From an optimization exercise on the open Yosys and OpenROAD flow, aimed at a short achievable clock period and few clock cycles per item; shortcuts taken in it are not production practice. Function was checked by simulation only, so behaviour that the tests miss may differ from the original. Power is estimated from default activity; no workload was simulated.

==> constraint.sdc <==
create_clock -name core_clock -period 10.0 [get_ports {clk}]
set_input_delay 2.0000 -clock core_clock [delete_from_list [all_inputs] [get_ports {clk}]]
set_output_delay 2.0000 -clock core_clock [all_outputs]
set_load 0.01 [all_outputs]
==> config.mk <==
export PLATFORM = sky130hd
export DESIGN_NAME = wav12_expander
export DESIGN_NICKNAME = wav12_expander
export VERILOG_FILES = /design/flow/design.v
export SDC_FILE = /design/flow/constraint.sdc
export NUM_CORES = 4
export LEC_CHECK = 0
export CAP_MARGIN = 20
export CORE_MARGIN = 2
export CORE_UTILIZATION = 40
export PLACE_DENSITY = 0.6
export SLEW_MARGIN = 20
==> design.v <==
module wav12_expander (
    input  wire        clk,
    input  wire        rst,
    input  wire        start,
    input  wire        cfg_fmt,
    input  wire [3:0]  cfg_shift,
    input  wire [15:0] cfg_nsamples,
    input  wire [16:0] cfg_vol,
    output wire        idle,
    output wire        done,
    output wire [1:0]  status,
    input  wire        in_valid,
    input  wire [7:0]  in_data,
    input  wire        in_last,
    output wire        in_ready,
    output wire        out_valid,
    input  wire        out_ready,
    output wire [15:0] out_sample,
    output wire [31:0] out_scaled
);
    localparam [1:0] ST_OK        = 2'd0;
    localparam [1:0] ST_EXHAUSTED = 2'd1;
    localparam [1:0] ST_RANGE     = 2'd2;
    localparam integer AW = 40;      
    integer i, j, k;
    function [31:0] ks32;
        input [31:0] a, b;
        input        cin;
        reg   [31:0] g, p, gg, pp;
        integer      d, n;
        begin
            g  = a & b;
            p  = a ^ b;
            gg = g;
            pp = p;
            gg[0] = g[0] | (p[0] & cin);
            for (d = 1; d < 32; d = d * 2)
                for (n = 31; n >= d; n = n - 1) begin
                    gg[n] = gg[n] | (pp[n] & gg[n-d]);
                    pp[n] = pp[n] & pp[n-d];
                end
            ks32 = p ^ {gg[30:0], cin};
        end
    endfunction
    function [63:0] csa;
        input [31:0] a, b, c;
        reg   [31:0] s, cy;
        begin
            s   = a ^ b ^ c;
            cy  = (a & b) | (a & c) | (b & c);
            csa = {cy[30:0], 1'b0, s};
        end
    endfunction
    reg        busy;
    reg        idle_r;
    reg        done_r;
    reg [1:0]  status_r;
    reg        fmt;
    reg [3:0]  shift;         
    reg [16:0] vol;
    reg [31:0] vs;            
    reg [31:0] nvs;           
    reg [19:0] rmask;         
    reg        dec_go;        
    reg        go;            
    reg [1:0]  hold;          
    reg [15:0] rem;           
    reg        rem_is1;
    reg        last_in;       
    reg        exh_f;
    reg        rng_f;
    wire start_take = start & idle_r;
    reg         ov;
    reg  [15:0] oy;
    reg  [31:0] oz;
    reg         kv;             
    reg  [15:0] ky;
    reg  [31:0] kz;
    wire        adv = ~kv;      
    wire        pop = ov & out_ready;
    wire        oload = ~ov | out_ready;
    reg [AW-1:0] acc;         
    reg [AW:1]   T;           
    reg          in_ready_r;
    wire [AW+1:0] Tx = {1'b0, T, 1'b1};      
    reg  [AW:0]   OH;                        
    always @(*)
        for (j = 0; j <= AW; j = j + 1)
            OH[j] = Tx[j] & ~Tx[j+1];
    reg [19:0] Unext;
    always @(*) begin
        Unext = 20'd0;
        for (i = 0; i < 20; i = i + 1)
            for (j = 1; j <= AW; j = j + 1)
                if (j - 1 - i >= 0)
                    Unext[19-i] = Unext[19-i] | (OH[j] & acc[j-1-i]);
    end
    reg [3:0]  cj;
    reg [20:6] Lj;
    reg [AW:1] H1;
    reg [AW:1] E1;           
    reg [AW:1] N1 [1:AW];
    reg        tk;
    always @(*) begin
        for (j = 1; j <= AW; j = j + 1) begin
            cj[3] = acc[j-1];
            cj[2] = (j >= 2) ? acc[j-2] : 1'b0;
            cj[1] = (j >= 3) ? acc[j-3] : 1'b0;
            cj[0] = (j >= 4) ? acc[j-4] : 1'b0;
            Lj = 15'd0;
            E1[j] = (j >= 4) && (cj == 4'd15);
            if (cj == 4'd15)
                Lj[20] = 1'b1;
            else
                for (k = 0; k < 15; k = k + 1)
                    if (cj == k) Lj[k+6] = 1'b1;
            H1[j] = 1'b0;
            for (k = 6; k <= 20; k = k + 1)
                if (k <= j) H1[j] = H1[j] | Lj[k];
            for (i = 1; i <= AW; i = i + 1) begin
                if (i > j)
                    N1[j][i] = 1'b0;
                else begin
                    tk = 1'b0;
                    for (k = 6; k <= 20; k = k + 1)
                        if (j - k >= i) tk = tk | Lj[k];
                    N1[j][i] = ~H1[j] | tk;
                end
            end
        end
    end
    reg          have1, have0, esc1;
    reg [AW:1]   Tc1, Tc0;
    always @(*) begin
        have1 = 1'b0;
        esc1  = 1'b0;
        for (j = 1; j <= AW; j = j + 1) begin
            have1 = have1 | (OH[j] & H1[j]);
            esc1  = esc1 | (OH[j] & E1[j]);
        end
        for (i = 1; i <= AW; i = i + 1) begin
            Tc1[i] = 1'b0;
            for (j = i; j <= AW; j = j + 1)
                Tc1[i] = Tc1[i] | (OH[j] & N1[j][i]);
        end
        have0 = T[16];
        for (i = 1; i <= AW; i = i + 1)
            Tc0[i] = (i + 16 <= AW) ? (T[16] ? T[i+16] : T[i]) : (T[16] ? 1'b0 : T[i]);
    end
    wire       have    = fmt ? have1 : have0;
    wire [AW:1] Tc     = fmt ? Tc1 : Tc0;
    wire       issue   = go & have;
    wire       exh_now = busy & dec_go & ~have & last_in;
    wire       take    = in_valid & in_ready_r;
    wire       esc_iss = issue & fmt & esc1;
    wire [AW:1] Ti = go ? Tc : T;
    wire [AW:1] Tn = take ? {Ti[AW-8:1], 8'hff} : Ti;
    reg        vU;
    reg [19:0] U;
    wire [3:0]  cU   = U[19:16];
    wire        escU = ~fmt | (cU == 4'd15);
    wire [15:0] rawU = fmt ? U[15:0] : {U[11:4], U[19:12]};
    wire [15:0] mU16 = {U[14:0], 1'b0} >> (~cU);     
    wire [14:0] mU   = mU16[14:0];
    wire        gU   = U[15];
    reg         vM;
    reg         escM;
    reg  [15:0] rawM;
    reg  [19:0] mmM;        
    reg         cinM;
    reg  [19:0] Cr, Br, Ar, Bsv;
    reg         vC, vB, vA;
    reg         escC, escB, escA;
    reg  [15:0] rawC, rawB;
    wire [31:0] c_sum = ks32({12'd0, Cr}, {12'd0, mmM}, cinM);
    wire [31:0] b_sum = ks32({12'd0, Br}, {12'd0, Cr}, 1'b0);
    wire [31:0] a_sum = ks32({12'd0, Ar}, {12'd0, Br}, 1'b0);
    wire [19:0] rawBx = {{4{rawB[15]}}, rawB};
    wire [31:0] b_esc = ks32({12'd0, rawBx}, {12'd0, ~Ar}, 1'b1);
    wire [31:0] c_esc = ks32({12'd0, Br}, {12'd0, ~Bsv}, 1'b1);
    wire [19:0] rdiff = Ar ^ {20{Ar[19]}};
    wire        in_range = ~|(rdiff & rmask);
    wire        kill = vA & ~in_range;
    wire [15:0] yR_n = Ar[15:0] << shift;
    wire [31:0] pv1 = vs;
    wire [31:0] pv2 = {vs[30:0], 1'b0};
    wire [31:0] nv1 = nvs;
    wire [31:0] nv2 = {nvs[30:0], 1'b0};
    reg [31:0] brow [0:7];
    reg [2:0]  bd;
    reg [31:0] bsel;
    always @(*) begin
        for (i = 0; i < 8; i = i + 1) begin
            bd = {Ar[2*i+1], Ar[2*i], (i == 0) ? 1'b0 : Ar[2*i-1]};
            case (bd)
                3'b001, 3'b010: bsel = pv1;
                3'b011:         bsel = pv2;
                3'b100:         bsel = nv2;
                3'b101, 3'b110: bsel = nv1;
                default:        bsel = 32'd0;
            endcase
            brow[i] = bsel << (2 * i);
        end
    end
    wire [63:0] c1a = csa(brow[0], brow[1], brow[2]);
    wire [63:0] c1b = csa(brow[3], brow[4], brow[5]);
    wire [63:0] c2a = csa(c1a[31:0], c1a[63:32], c1b[31:0]);
    wire [63:0] c2b = csa(c1b[63:32], brow[6], brow[7]);
    reg         vR;
    reg  [15:0] yR;
    reg  [31:0] r0, r1, r2, r3;
    wire [63:0] c3a = csa(r0, r1, r2);
    wire [63:0] c4a = csa(c3a[31:0], c3a[63:32], r3);
    reg         vS;
    reg  [15:0] yS;
    reg  [31:0] s0, s1;
    reg         vZ;
    reg  [15:0] yZ;
    reg  [31:0] zZ;
    wire pipe_empty = ~vU & ~vM & ~vC & ~vB & ~vA & ~vR & ~vS & ~vZ;
    wire fin = busy & ~dec_go & pipe_empty & ~kv & oload & last_in & ~done_r;
    wire dec_go_n = dec_go & ~(issue & rem_is1) & ~exh_now & ~kill;
    wire [1:0] hold_n = esc_iss ? 2'd3 : (adv && hold != 2'd0) ? hold - 2'd1 : hold;
    wire       kv_n = oload ? 1'b0 : (kv | vZ);
    always @(posedge clk) begin
        if (take) acc <= {acc[AW-9:0], in_data};
        if (adv) begin
            U <= Unext;
            escM <= escU;
            rawM <= rawU;
            mmM  <= gU ? {5'b00000, mU} : ~{5'b00000, mU};
            cinM <= ~gU;
            escC <= escM;
            rawC <= rawM;
            if (vM && !escM) Cr <= c_sum[19:0];
            escB <= escC;
            rawB <= rawC;
            if (vC && !escC) Br <= b_sum[19:0];
            escA <= escB;
            if (vB) begin
                if (escB) begin
                    Ar  <= rawBx;
                    Br  <= b_esc[19:0];
                    Bsv <= Br;
                end else begin
                    Ar  <= a_sum[19:0];
                end
            end
            if (vA && escA) Cr <= c_esc[19:0];
            yR <= yR_n;
            r0 <= c2a[31:0];
            r1 <= c2a[63:32];
            r2 <= c2b[31:0];
            r3 <= c2b[63:32];
            yS <= yR;
            s0 <= c4a[31:0];
            s1 <= c4a[63:32];
            yZ <= yS;
            zZ <= ks32(s0, s1, 1'b0);
        end
        if (oload) begin
            oy <= kv ? ky : yZ;
            oz <= kv ? kz : zZ;
        end
        if (!kv) begin
            ky <= yZ;
            kz <= zZ;
        end
        vs  <= {15'd0, vol} << shift;
        nvs  <= ks32(~vs, 32'd0, 1'b1);
        if (issue) begin
            rem     <= rem - 16'd1;
            rem_is1 <= (rem == 16'd2);
        end
        if (rst) begin
            busy       <= 1'b0;
            idle_r     <= 1'b1;
            done_r     <= 1'b0;
            status_r   <= ST_OK;
            dec_go     <= 1'b0;
            go         <= 1'b0;
            hold       <= 2'd0;
            in_ready_r <= 1'b0;
            vU <= 1'b0; vM <= 1'b0; vC <= 1'b0; vB <= 1'b0; vA <= 1'b0;
            vR <= 1'b0; vS <= 1'b0; vZ <= 1'b0;
            ov <= 1'b0;
            kv <= 1'b0;
            T <= {AW{1'b0}};
            last_in <= 1'b0;
            exh_f <= 1'b0;
            rng_f <= 1'b0;
        end else begin
            T <= Tn;
            in_ready_r <= ~Tn[AW-7] | ~dec_go;
            if (take & in_last) last_in <= 1'b1;
            if (adv) begin
                vU <= issue & ~kill;
                vM <= vU & ~kill;
                vC <= vM & ~kill;
                vB <= vC & ~kill;
                vA <= vB & ~kill;
                vR <= vA & ~kill;
                vS <= vR;
                vZ <= vS;
            end else if (kill) begin
                vU <= 1'b0; vM <= 1'b0; vC <= 1'b0; vB <= 1'b0; vA <= 1'b0;
            end
            if (oload) ov <= kv | vZ;
            kv <= kv_n;
            dec_go <= dec_go_n;
            hold   <= hold_n;
            go     <= dec_go_n & (hold_n == 2'd0) & ~kv_n;
            if (exh_now) exh_f <= 1'b1;
            if (kill)    rng_f <= 1'b1;
            done_r <= 1'b0;
            if (fin) begin
                busy     <= 1'b0;
                idle_r   <= 1'b1;
                done_r   <= 1'b1;
                status_r <= rng_f ? ST_RANGE : exh_f ? ST_EXHAUSTED : ST_OK;
            end
            if (start_take) begin
                busy       <= 1'b1;
                idle_r     <= 1'b0;
                fmt        <= cfg_fmt;
                shift      <= cfg_fmt ? cfg_shift : 4'd0;
                vol        <= cfg_vol;
                rem        <= cfg_nsamples;
                rem_is1    <= (cfg_nsamples == 16'd1);
                dec_go     <= (cfg_nsamples != 16'd0);
                go         <= (cfg_nsamples != 16'd0);
                hold       <= 2'd0;
                T          <= {AW{1'b0}};
                in_ready_r <= 1'b1;
                last_in    <= 1'b0;
                exh_f      <= 1'b0;
                rng_f      <= 1'b0;
                Ar <= 20'd0;
                Br <= 20'd0;
                Cr <= 20'd0;
            end
        end
    end
    always @(posedge clk) begin
        for (i = 0; i < 20; i = i + 1)
            rmask[i] <= fmt && (i >= 15 - shift);
    end
    assign idle       = idle_r;
    assign done       = done_r;
    assign status     = status_r;
    assign in_ready   = in_ready_r;
    assign out_valid  = ov;
    assign out_sample = oy;
    assign out_scaled = oz;
endmodule
==> flow/run.sh <==
#!/bin/bash
set -euo pipefail
MARGIN=${MARGIN:-6.9}
sed "s/CLKGATE_MAP_FILE= /CLKGATE_MAP_FILE= SETUP_SLACK_MARGIN=${MARGIN} /" standard.sh > standard_margin.sh
grep -q "SETUP_SLACK_MARGIN=${MARGIN}" standard_margin.sh
bash standard_margin.sh > flow_make.log 2>&1
==> standard.sh <==
#!/bin/bash
# synth_recipe.tcl (not shown) runs the flow's synth.tcl, then flattens the netlist and writes it again
# the make line also repeats each setting of config.mk as NAME=value (left out here)
make -C /OpenROAD-flow-scripts/flow DESIGN_CONFIG=/design/flow/config.mk WORK_HOME=/design/flow/orfs CLKGATE_MAP_FILE= SYNTH_SCRIPT=/design/flow/synth_recipe.tcl "${@:-finish}"
==> impl_metrics.env, run 1 <==
export IMPL_die_w_um=364
export IMPL_holdBufCountCts=0
export IMPL_ir_drop_mv=0.136
export IMPL_root_buffer="clkbuf_16"
export IMPL_vias=49560
export IMPL_async_reset_ff_share_pct=0
export IMPL_maxSlewHeadroom_pct=14.7
export IMPL_dr_pass1_iters=13
export IMPL_hpwl_mm=134
export IMPL_outcome="no timing/DRC/antenna violations"
export IMPL_yosysUniqueCellTypes=86
export IMPL_final_layout_size_suffix_gt1_share_pct=14.3
export IMPL_fin_crit_sh_pct=32.9
export IMPL_clkTransAtPathRegs_ps=60
export IMPL_synth_compound_area_share_pct=23.7
export IMPL_yosys_area_share_xor_xnor_pct=2.94
export IMPL_synthTopCellsByArea="edfxtp_1 27%, dfxtp_1 10%, a21oi_1 5.6%, fa_1 5.3%, nand2_1 4.0%"
export IMPL_path_depth=1
export IMPL_wire_per_inst_um=28.1
export IMPL_fp_row_count=132
export IMPL_yosysWarnings=3
export IMPL_finalSetupTns_ps=0
export IMPL_pre_cts_ws_ps=5270
export IMPL_grt_pass1_vias=46361
export IMPL_cts_tree="done"
export IMPL_holdPathStages=0
export IMPL_ioPinCount=106
export IMPL_synth_adder_area_share_pct=8.91
export IMPL_grt_max_degree=159
export IMPL_final_setup_viol_count=0
export IMPL_regArea_um2=19200
export IMPL_h_tree_depth=3
export IMPL_power_density_nw_per_um2=174
export IMPL_initial_core_util_pct=40.2
export IMPL_areaGrowthSynthToFinish_pct=14.4
export IMPL_yosys_area_share_simple_pct=14.5
export IMPL_crit_family="flip-flops"
export IMPL_nets=6053
export IMPL_cts_max_path_buffers=3
export IMPL_track_usage_pct=30.5
export IMPL_r2r_end="T[12]"
export IMPL_rsz0062_at_grt="true"
export IMPL_utilization_pct=45.9
export IMPL_ys_flop_type="edfxtp_1"
export IMPL_crit_type="flip-flop to output pin"
export IMPL_power_leakage_nw=22.7
export IMPL_worstHoldPathType="flip-flop to flip-flop"
export IMPL_worstMarginPinSlew_ps=1270
export IMPL_reg2regPathDepth=9
export IMPL_hold_viol_final=0
export IMPL_finalPower_w=0.0103
export IMPL_crit_end="out_scaled[31]"
export IMPL_crit_path_cell_trace="buf_2"
export IMPL_grt_pass1_wl_mm=307
export IMPL_crit_path_start_kind="flip-flop"
export IMPL_viasPerCell=6.58
export IMPL_drtIter0Drc=7596
export IMPL_ys_seq_elements=727
export IMPL_coreArea_um2=129000
export IMPL_io_buffers=105
export IMPL_synth_largest_area_cell="edfxtp_1"
export IMPL_min_period_ps=3290
export IMPL_slowest_delay_ps=410
export IMPL_crit_start="oz[31]"
export IMPL_antenna_found_initial=7
export IMPL_cpMaxStageDelayCell="edfxtp_1"
export IMPL_r2r_start="T[36]"
export IMPL_fin_ws_ps=6710
export IMPL_synth_edff_count=459
export IMPL_ant_nets=0
export IMPL_critPathMaxFanout=1
export IMPL_end_kind="output pin"
export IMPL_yosys_area_top_type_share_pct=26.6
export IMPL_place_gp_congestion=1.02
export IMPL_r2r_setup_slack_ps=6740
export IMPL_numCtsBuffers=82
export IMPL_path_buf_inv=1
export IMPL_critPathRequiredTime_ps=8000
export IMPL_routed_wirelength_mm=212
export IMPL_syn_inst=5829
export IMPL_grt_ovfl_total=0
export IMPL_ys_seq_area_share_pct=36.9
export IMPL_multi_input_area_um2=30900
export IMPL_die_h_um=364
export IMPL_dieArea_um2=133000
export IMPL_clkLatencyLatePin_ps=730
export IMPL_clock_sinks=727
export IMPL_cap_violations=0
export IMPL_synth_avg_cell_area_um2=8.90
export IMPL_maxSlewViolCount=0
export IMPL_crit_arrival_ps=1290
export IMPL_drc=0
export IMPL_n_fill_cell=12422
export IMPL_muxShareOfSynthArea_pct=7.53
export IMPL_netlist_area_um2=51900
export IMPL_syn_nets=6168
export IMPL_clock_fmax_mhz=304
export IMPL_synth_top_family_by_area="compound AO/OA/AOI/OAI gates"
export IMPL_worst_clock_skew_ps=49.3
what timing repair did:
item | CTS | global route
resized for setup | 378 | 177
setup buffers | 34 | 53
setup endpoints to repair | 323 | 190
gates cloned | 8 | 9
pin swaps | 20 | 46
area by class of cell:
cell class / count / area share [%]
clock buffers: 114 / 3.93
clock inverters: 40 / 0.803
flip-flops and latches: 727 / 32.4
inverters: 201 / 1.38
diodes: 1 / 0.00422
repair buffers: 357 / 5.68
multi-input cells: 4344 / 52.1
repair inverters: 1 / 0.00843
well taps: 1742 / 3.67
per-stage QoR:
step / hold slack, ps / instances / instance area [um2]
after floorplan: 346 / 5829 / 52000
after detailed placement: 405 / 7268 / 54300
after CTS: 415 / 7464 / 58000
after global routing: 417 / 7526 / 59300
final: 413 / 7527 / 59300
after global placement: 401 / 7268 / 54300
per-layer routing:
| metal | up-vias | wire length [um] | global-route usage, % |
|---|---|---|---|
| met5 | - | 98 | 0 |
| met4 | 6 | 14300 | 15.3 |
| met3 | 1046 | 23600 | 7.71 |
| met2 | 3383 | 91100 | 46.7 |
| met1 | 23768 | 82600 | 39.9 |
| li1 | 21357 | - | - |
cells in the mapped netlist, types with 27 or more instances:
cell / number
nand3_1: 108
xor2_1: 57
a21o_1: 58
nor4_1: 35
a21boi_0: 27
ha_1: 150
a221oi_1: 108
dfxtp_1: 268
edfxtp_1: 459
xnor2_1: 117
mux4_2: 29
a21oi_1: 582
nand4_1: 59
fa_1: 137
clkbuf_1: 446
o211ai_1: 33
a22oi_1: 244
nand2b_1: 60
o22ai_1: 59
nor3_1: 79
nand2_1: 548
o21ai_0: 356
and3_1: 33
mux2i_1: 199
nor2b_1: 104
mux2_2: 112
inv_1: 193
a31oi_1: 97
buf_1: 107
a211oi_1: 82
nor2_1: 470
and2_1: 28
logic make-up (layout without fill, tap and decap cells):
group | Yosys count | count (layout)
flops | 727 | 727
buf+inv | 761 | 713
xor+xnor | 174 | 174
other cells | 0 | 1
mux | 340 | 340
simple gates | 1623 | 1626
fa+ha+maj | 287 | 287
compound gates | 1917 | 1917
power breakdown:
part	switching [W]	internal [W]
combinational	0.00175	0.00117
sequential	0.000462	0.00380
clock	0.00133	0.00183
total	0.00354	0.00680
flip-flops by register name, indices dropped and copies added (netlist names), 17 cells and up:
name,flops
Ar,20
Br,20
Bsv,20
Cr,20
T,40
U,20
acc,40
kz,32
nvs,32
oz,32
r0,32
r1,28
r2,23
r3,19
s0,32
s1,26
vol,17
vs,32
zZ,32
how the worst min path moves through the flow:
stage / start / endpoint / slack [ps]
final: rawM[6] / rawC[6] / 410
after global routing: yS[6] / yZ[6] / 420
after CTS: yS[6] / yZ[6] / 410
after detailed placement: rawC[4] / rawB[4] / 400
after global placement: rawM[2] / rawC[2] / 400
after floorplan: fmt / rmask[18] / 350
layout by cell type, fill, tap and decap left out, types with 58 or more instances in the layout:
master,count
a211oi_1,79
a31oi_1,93
nand3_1,107
buf_4,188
a21o_1,58
edfxtp_1,459
inv_1,182
xnor2_1,117
ha_1,142
a221oi_1,100
a21oi_1,574
nor2b_1,87
nor2_1,453
nand2_1,543
o21ai_0,345
mux2i_1,199
a22oi_1,244
mux2_2,112
nor3_1,74
clkbuf_16,92
dfxtp_1,231
fa_1,133
nand4_1,59
Testbench counts, summed over its fixed seeds: cycles 80,233, samples 56,206.
==> run 2, diff against run 1 <==
--- a/design.v
+++ b/design.v
@@ -260,3 +260,6 @@
         end
-        if (oload) begin
+        if (rst) begin
+            oy <= 16'd0;
+            oz <= 32'd0;
+        end else if (oload) begin
             oy <= kv ? ky : yZ;
--- a/flow/run.sh
+++ b/flow/run.sh
@@ -2,3 +2,3 @@
 set -euo pipefail
-MARGIN=${MARGIN:-6.9}
+MARGIN=${MARGIN:-7.3}
 sed "s/CLKGATE_MAP_FILE= /CLKGATE_MAP_FILE= SETUP_SLACK_MARGIN=${MARGIN} /" standard.sh > standard_margin.sh
==> impl_metrics.env, run 2 <==
export IMPL_outcome="no timing/DRC/antenna violations"
export IMPL_syn_inst=6056
export IMPL_rsz0062_at_grt="true"
export IMPL_cts_tree="done"
export IMPL_crit_path_start_kind="flip-flop"
export IMPL_yosys_area_top_type_share_pct=23.5
export IMPL_place_gp_congestion=0.993
export IMPL_crit_arrival_ps=1170
export IMPL_regArea_um2=18900
export IMPL_crit_path_cell_trace="buf_6"
export IMPL_die_w_um=366
export IMPL_final_layout_size_suffix_gt1_share_pct=25.3
export IMPL_worstMarginPinSlew_ps=1190
export IMPL_cap_violations=0
export IMPL_h_tree_depth=3
export IMPL_root_buffer="clkbuf_16"
export IMPL_clock_sinks=727
export IMPL_routed_top_layer="met5"
export IMPL_ys_top_cells_by_count="642 x nand2_1, 533 x nor2_1, 513 x a21oi_1"
export IMPL_crit_type="flip-flop to output pin"
export IMPL_viasPerCell=6.71
export IMPL_met2_wirelength_mm=94.8
export IMPL_antenna_found_initial=14
export IMPL_synth_largest_area_cell="edfxtp_1"
export IMPL_comb_power_share_pct=31.2
export IMPL_end_kind="output pin"
export IMPL_seq_power_share_pct=38.7
export IMPL_multi_input_area_um2=34000
export IMPL_wire_per_inst_um=29.6
export IMPL_coreArea_um2=130000
export IMPL_nets=6565
export IMPL_numCtsBuffers=85
export IMPL_power_leakage_nw=25.9
export IMPL_ys_flop_type="edfxtp_1"
export IMPL_worst_clock_skew_ps=36.4
export IMPL_track_usage_pct=33.3
export IMPL_grt_max_degree=88
export IMPL_drtIter0Drc=9529
export IMPL_top_regs="T (40), acc (40)"
export IMPL_critPathRequiredTime_ps=8000
export IMPL_grt_pass1_wl_mm=340
export IMPL_vias=53954
export IMPL_power_density_nw_per_um2=164
export IMPL_clkPwrFrac_pct=30.1
export IMPL_hold_viol_final=0
export IMPL_maxSlewHeadroom_pct=19.8
export IMPL_ioPinCount=106
export IMPL_fin_crit_sh_pct=31.7
export IMPL_hold_ws_ps=408
export IMPL_wl_met3_mm=35.9
export IMPL_final_common_cell="nand2_1"
export IMPL_final_setup_viol_count=0
export IMPL_maxSlewViolCount=0
export IMPL_crit_family="flip-flops"
export IMPL_clkLatencyLatePin_ps=730
export IMPL_critPathMaxFanout=2
export IMPL_ant_nets=0
export IMPL_hpwl_mm=138
export IMPL_mostFrequentLayoutCells="615 x nand2_1, 494 x nor2_1, 452 x a21oi_1"
export IMPL_routed_wirelength_mm=238
export IMPL_finalSetupTns_ps=0
export IMPL_yosysUniqueCellTypes=90
export IMPL_n_fill_cell=11709
export IMPL_holdBufCountCts=0
export IMPL_cpMaxStageDelayCell="dfxtp_4"
export IMPL_clock_fmax_mhz=315
export IMPL_io_buffers=105
export IMPL_clkTransAtPathRegs_ps=60
export IMPL_netlist_area_um2=52400
export IMPL_grt_ovfl_total=0
export IMPL_ys_seq_area_share_pct=35.6
export IMPL_wl_met1_mm=92.3
export IMPL_syn_nets=6395
export IMPL_yosysMostFrequentCell="nand2_1"
export IMPL_yosysWarnings=3
export IMPL_areaGrowthSynthToFinish_pct=27.9
export IMPL_ys_seq_elements=727
export IMPL_ir_drop_mv=0.159
export IMPL_async_reset_ff_share_pct=0
export IMPL_synth_avg_cell_area_um2=8.66
export IMPL_min_period_ps=3170
export IMPL_intPower_w=0.00710
export IMPL_synth_edff_count=411
export IMPL_slowest_delay_ps=360
export IMPL_initial_core_util_pct=40.4
export IMPL_die_h_um=366
export IMPL_dieArea_um2=134000
export IMPL_drc=0
export IMPL_p_switching_w=0.00387
export IMPL_grt_pass1_vias=49824
export IMPL_worstHoldPathType="flip-flop to flip-flop"
export IMPL_dr_pass1_iters=15
export IMPL_fp_row_count=132
export IMPL_path_buf_inv=1
export IMPL_synthTopCellsByArea="edfxtp_1 24%, dfxtp_1 12%, fa_1 5.2%, a21oi_1 4.9%, nand2_1 4.6%"
export IMPL_sw_frac_of_total_pct=35.3
export IMPL_cts_max_path_buffers=3
[run 2: power by group through the flow]
stage          combinational (W)  clock, W  sequential [W]
6_report                 0.00342   0.00331         0.00425
2_1_floorplan            0.00201         0         0.00396
5_1_grt                  0.00364   0.00346         0.00428
3_3_place_gp             0.00265         0         0.00426
3_5_place_dp             0.00268         0         0.00426
4_1_cts                  0.00310   0.00334         0.00421
[run 2: worst paths after layout]
check / startpoint / end / slack (ps) / depth (start not counted)
worst max-delay path: in_ready_r / in_ready / 6830 / 1
worst min-delay path: rawM[15] / rawC[15] / 410 / 0
worst max register to register: Cr[0] / Cr[18] / 6990 / 12
worst min register to register: rawM[15] / rawC[15] / 410 / 0
[run 2: metal layers]
layer  global-route usage [%]  vias up
met5                        0        -
met4                     15.2        8
met2                     46.7     4315
met1                     44.9    25695
li1                         -    22728
met3                     13.0     1208
[run 2: cell families (layout without fill, tap and decap cells)]
logic type | after synthesis | after routing | synth area share, %
AOI/OAI and AO/OA | 1948 | 1948 | 24.0
xor gates and xnor gates | 176 | 176 | 2.95
adders and majority gates | 287 | 287 | 8.81
buffers and inverters | 766 | 1002 | 5.50
DFF | 727 | 727 | 35.6
muxes | 315 | 315 | 7.12
other | 0 | 6 | 0
and+or+nand+nor | 1837 | 1843 | 16.0
[run 2: per-stage QoR]
| stage | utilization (%) | total power [W] | instance area (um2) | setup WS (ps) | std cells |
|---|---|---|---|---|---|
| finish | 51.7 | 0.0110 | 67100 | 6830 | 8046 |
| global route | 51.7 | 0.0114 | 67100 | 6790 | 8042 |
| CTS | 49.5 | 0.0106 | 64300 | 6790 | 7917 |
| detailed placement | 42.3 | 0.00695 | 54900 | 5250 | 7467 |
| global placement | 42.3 | 0.00691 | 54900 | 5230 | 7467 |
| floorplan | - | 0.00598 | 53100 | 6930 | 6056 |
[run 2: final cells by class]
cell class                 count  area share [%]
inverter                     195            1.34
clock inverter                51           0.837
multi-input combinational   4569            50.7
antenna                        6          0.0224
timing repair inverter         2          0.0261
sequential                   727            28.2
tap                         1742            3.25
clock buffer                 108            3.59
timing repair buffer         646            12.0
[run 2: timing repair]
action                     4_1_cts  5_1_grt
pin swaps                      159      216
cloned                          53       16
setup endpoints to repair      605      315
buffers inserted               238      107
resized for setup             1013      469
Testbench counts of run 2, summed over its fixed seeds: cycles 80,233, samples 56,206.
==> run 3, diff against run 2 <==
--- a/design.v
+++ b/design.v
@@ -134,6 +134,6 @@
     always @(*) begin
-        have1 = 1'b0;
+        have1 = T[20];
         esc1  = 1'b0;
         for (j = 1; j <= AW; j = j + 1) begin
-            have1 = have1 | (OH[j] & H1[j]);
+            if (j < 20) have1 = have1 | (OH[j] & H1[j]);
             esc1  = esc1 | (OH[j] & E1[j]);
@@ -141,4 +141,4 @@
         for (i = 1; i <= AW; i = i + 1) begin
-            Tc1[i] = 1'b0;
-            for (j = i; j <= AW; j = j + 1)
+            Tc1[i] = (i + 20 <= AW) ? T[i+20] : 1'b0;
+            for (j = i; j <= AW && j < i + 20; j = j + 1)
                 Tc1[i] = Tc1[i] | (OH[j] & N1[j][i]);
==> impl_metrics.env, run 3 <==
export IMPL_outcome="no timing/DRC/antenna violations"
export IMPL_slowest_delay_ps=350
export IMPL_crit_type="flip-flop to output pin"
export IMPL_reg2regPathDepth=11
export IMPL_dr_pass1_iters=14
export IMPL_finalPower_w=0.0104
export IMPL_fp_row_count=132
export IMPL_mostFrequentLayoutCells="554 x nand2_1, 475 x a21oi_1, 458 x nor2_1"
export IMPL_place_gp_congestion=0.990
export IMPL_ant_nets=0
export IMPL_die_h_um=366
export IMPL_cap_violations=0
export IMPL_routed_wirelength_mm=233
export IMPL_clkLatencyLatePin_ps=760
export IMPL_async_reset_ff_share_pct=0
export IMPL_holdPathStages=0
export IMPL_yosysMostFrequentCell="nand2_1"
export IMPL_h_tree_depth=3
export IMPL_nets=6416
export IMPL_maxSlewHeadroom_pct=18.4
export IMPL_end_kind="output pin"
export IMPL_worstHoldPathType="flip-flop to flip-flop"
export IMPL_power_density_nw_per_um2=157
export IMPL_final_common_cell="nand2_1"
export IMPL_r2r_setup_slack_ps=6960
export IMPL_yosysWarnings=3
export IMPL_ys_flop_type="edfxtp_1"
export IMPL_syn_inst=5913
export IMPL_crit_start="oz[22]"
export IMPL_vias=52722
export IMPL_final_layout_size_suffix_gt1_share_pct=25.7
export IMPL_coreArea_um2=130000
export IMPL_dieArea_um2=134000
export IMPL_crit_arrival_ps=1210
export IMPL_hpwl_mm=134
export IMPL_yosys_area_top_type_share_pct=23.6
export IMPL_grt_pass1_wl_mm=329
export IMPL_n_fill_cell=11575
export IMPL_root_buffer="clkbuf_16"
export IMPL_areaGrowthSynthToFinish_pct=27.0
export IMPL_worstMarginPinSlew_ps=1210
export IMPL_ir_drop_mv=0.172
export IMPL_maxSlewViolCount=0
export IMPL_ys_seq_area_share_pct=35.7
export IMPL_grt_max_degree=109
export IMPL_path_buf_inv=1
export IMPL_syn_nets=6252
export IMPL_grt_pass1_vias=48899
export IMPL_netlist_area_um2=52300
export IMPL_worst_clock_skew_ps=61.8
export IMPL_r2r_end="Ar[18]"
export IMPL_crit_family="flip-flops"
export IMPL_ys_top_cells_by_count="585 x nand2_1, 532 x a21oi_1, 492 x nor2_1"
export IMPL_numCtsBuffers=84
export IMPL_critPathRequiredTime_ps=8000
export IMPL_clkTransAtPathRegs_ps=60
export IMPL_antenna_found_initial=9
export IMPL_hold_viol_final=0
export IMPL_wire_per_inst_um=29.5
export IMPL_ys_seq_elements=727
export IMPL_synth_largest_area_cell="edfxtp_1"
export IMPL_r2r_start="Br[0]"
export IMPL_grt_ovfl_total=0
export IMPL_drtIter0Drc=9081
export IMPL_hold_start="rawM[6]"
export IMPL_clock_fmax_mhz=312
export IMPL_cts_tree="done"
export IMPL_multi_input_area_um2=33900
export IMPL_fin_crit_sh_pct=32.1
export IMPL_clock_sinks=727
export IMPL_viasPerCell=6.68
export IMPL_ioPinCount=106
export IMPL_min_to="rawC[6]"
export IMPL_crit_path_cell_trace="buf_6"
export IMPL_finalSetupTns_ps=0
export IMPL_rsz0062_at_grt="true"
export IMPL_initial_core_util_pct=40.3
export IMPL_yosysUniqueCellTypes=89
export IMPL_top_regs="T (40), acc (40)"
export IMPL_critPathMaxFanout=2
export IMPL_track_usage_pct=32.9
export IMPL_die_w_um=366
export IMPL_final_setup_viol_count=0
export IMPL_synth_edff_count=411
export IMPL_regArea_um2=18900
export IMPL_io_buffers=105
export IMPL_cts_max_path_buffers=3
export IMPL_synth_avg_cell_area_um2=8.84
export IMPL_cpMaxStageDelayCell="dfxtp_2"
export IMPL_crit_path_start_kind="flip-flop"
export IMPL_power_leakage_nw=25.9
export IMPL_min_period_ps=3210
export IMPL_drc=0
export IMPL_synthTopCellsByArea="edfxtp_1 24%, dfxtp_1 12%, fa_1 5.2%, a21oi_1 5.1%, nand2_1 4.2%"
[run 3: cell count changes in the layout (fill, tap and decap cells not counted), moves of 23 or more]
cell,previous run,this run
inv_1,142,112
a21oi_1,452,475
o21ai_0,333,299
nor3_1,112,78
nor2_1,494,458
nand2_1,615,554
mux2i_1,181,207
a31oi_1,85,52
a22oi_1,197,226
[run 3: report_power, final]
group          total, W  leakage [nW]  switching, W  internal [W]
Sequential      0.00417          7.26      0.000495       0.00367
Combinational   0.00306          17.3       0.00172       0.00134
Clock           0.00318          1.40       0.00138       0.00180
Total            0.0104          25.9       0.00360       0.00681
[run 3: cell families after synthesis]
family                   Yosys count  share of synthesized area, %
multiplexers                     362                          8.35
XOR/XNOR                         179                          3.00
AO/OA/AOI/OAI                   1914                          23.8
buffers and inverters            723                          5.21
AND/OR/NAND/NOR                 1720                          15.1
flip-flops                       727                          35.7
adder cells (fa/ha/maj)          288                          8.85
[run 3: cell type report]
type	instances	area share, %
diodes	3	0.0113
clock buffers	111	3.49
clock inverters	46	0.803
inverters	160	1.27
multi-input cells	4469	51.1
flip-flops and latches	727	28.5
well taps	1742	3.28
repair buffers	627	11.4
repair inverters	8	0.136
[run 3: layer usage]
metal | global-route usage [%] | up-vias | routed length (um) | share of wire (%)
met5 | 0 | - | 318 | 0.14
met4 | 17.6 | 16 | 16900 | 7.3
met3 | 11.5 | 1288 | 31000 | 13
met2 | 47.9 | 4092 | 95800 | 41
met1 | 42.6 | 25082 | 88600 | 38
li1 | - | 22244 | - | -
[run 3: worst max-delay path by stage]
stage | cells after the start | to | slack (ps)
detailed placement | 7 | Br[17] | 4910
global route | 1 | out_scaled[22] | 6750
CTS | 1 | out_scaled[22] | 6750
global placement | 7 | Br[17] | 4990
floorplan | 7 | Br[17] | 6860
finish | 1 | out_scaled[22] | 6790
[run 3: metrics by stage]
stage / setup slack (ps) / hold WS, ps / std cells / util [%] / area (um2)
after global placement: 4990 / 401 / 7329 / 42.2 / 54700
after CTS: 6750 / 413 / 7714 / 48.4 / 62800
after global routing: 6750 / 416 / 7891 / 51.2 / 66400
after detailed placement: 4910 / 405 / 7330 / 42.2 / 54700
after floorplan: 6860 / 346 / 5913 / - / 53000
final: 6790 / 409 / 7893 / 51.2 / 66400
[run 3: repair_timing]
action,4_1_cts,5_1_grt
setup endpoints to repair,497,406
pin swaps,133,225
hold buffers,0,0
setup buffers,177,162
cloned,50,14
resized for setup,934,539
Testbench counts of run 3, summed over its fixed seeds: cycles 80,233, samples 56,206.

[what the ideal ports hide]
Ports are ideal in the flow. The routed layouts listed here were re-timed in OpenROAD.
Step 1 assumes that a clkbuf_16 drives the clock port and a buf_2 every other input.
Step 2 moves the port delays by t, midway between the first and last clock arrival at a register: inputs arrive t later, outputs are due t later. That takes back most of the time a late clock gives input paths.
a / b / c = no drivers / after step 1 / after step 2; a / b = the first two.
run	shift t [ns]	setup WS [ns]	worst setup path at the end
run 1	0.782	6.709 / 6.630 / 6.218	input to register
run 2	0.784	6.826 / 6.754 / 6.479	input to register
run 3	0.800	6.792 / 6.717 / 6.557	input to register
After both steps every run listed still meets setup and hold. For run 1, which loses most, drivers alone change the setup slack by -0.079 ns; drivers and shift together by -0.491 ns.
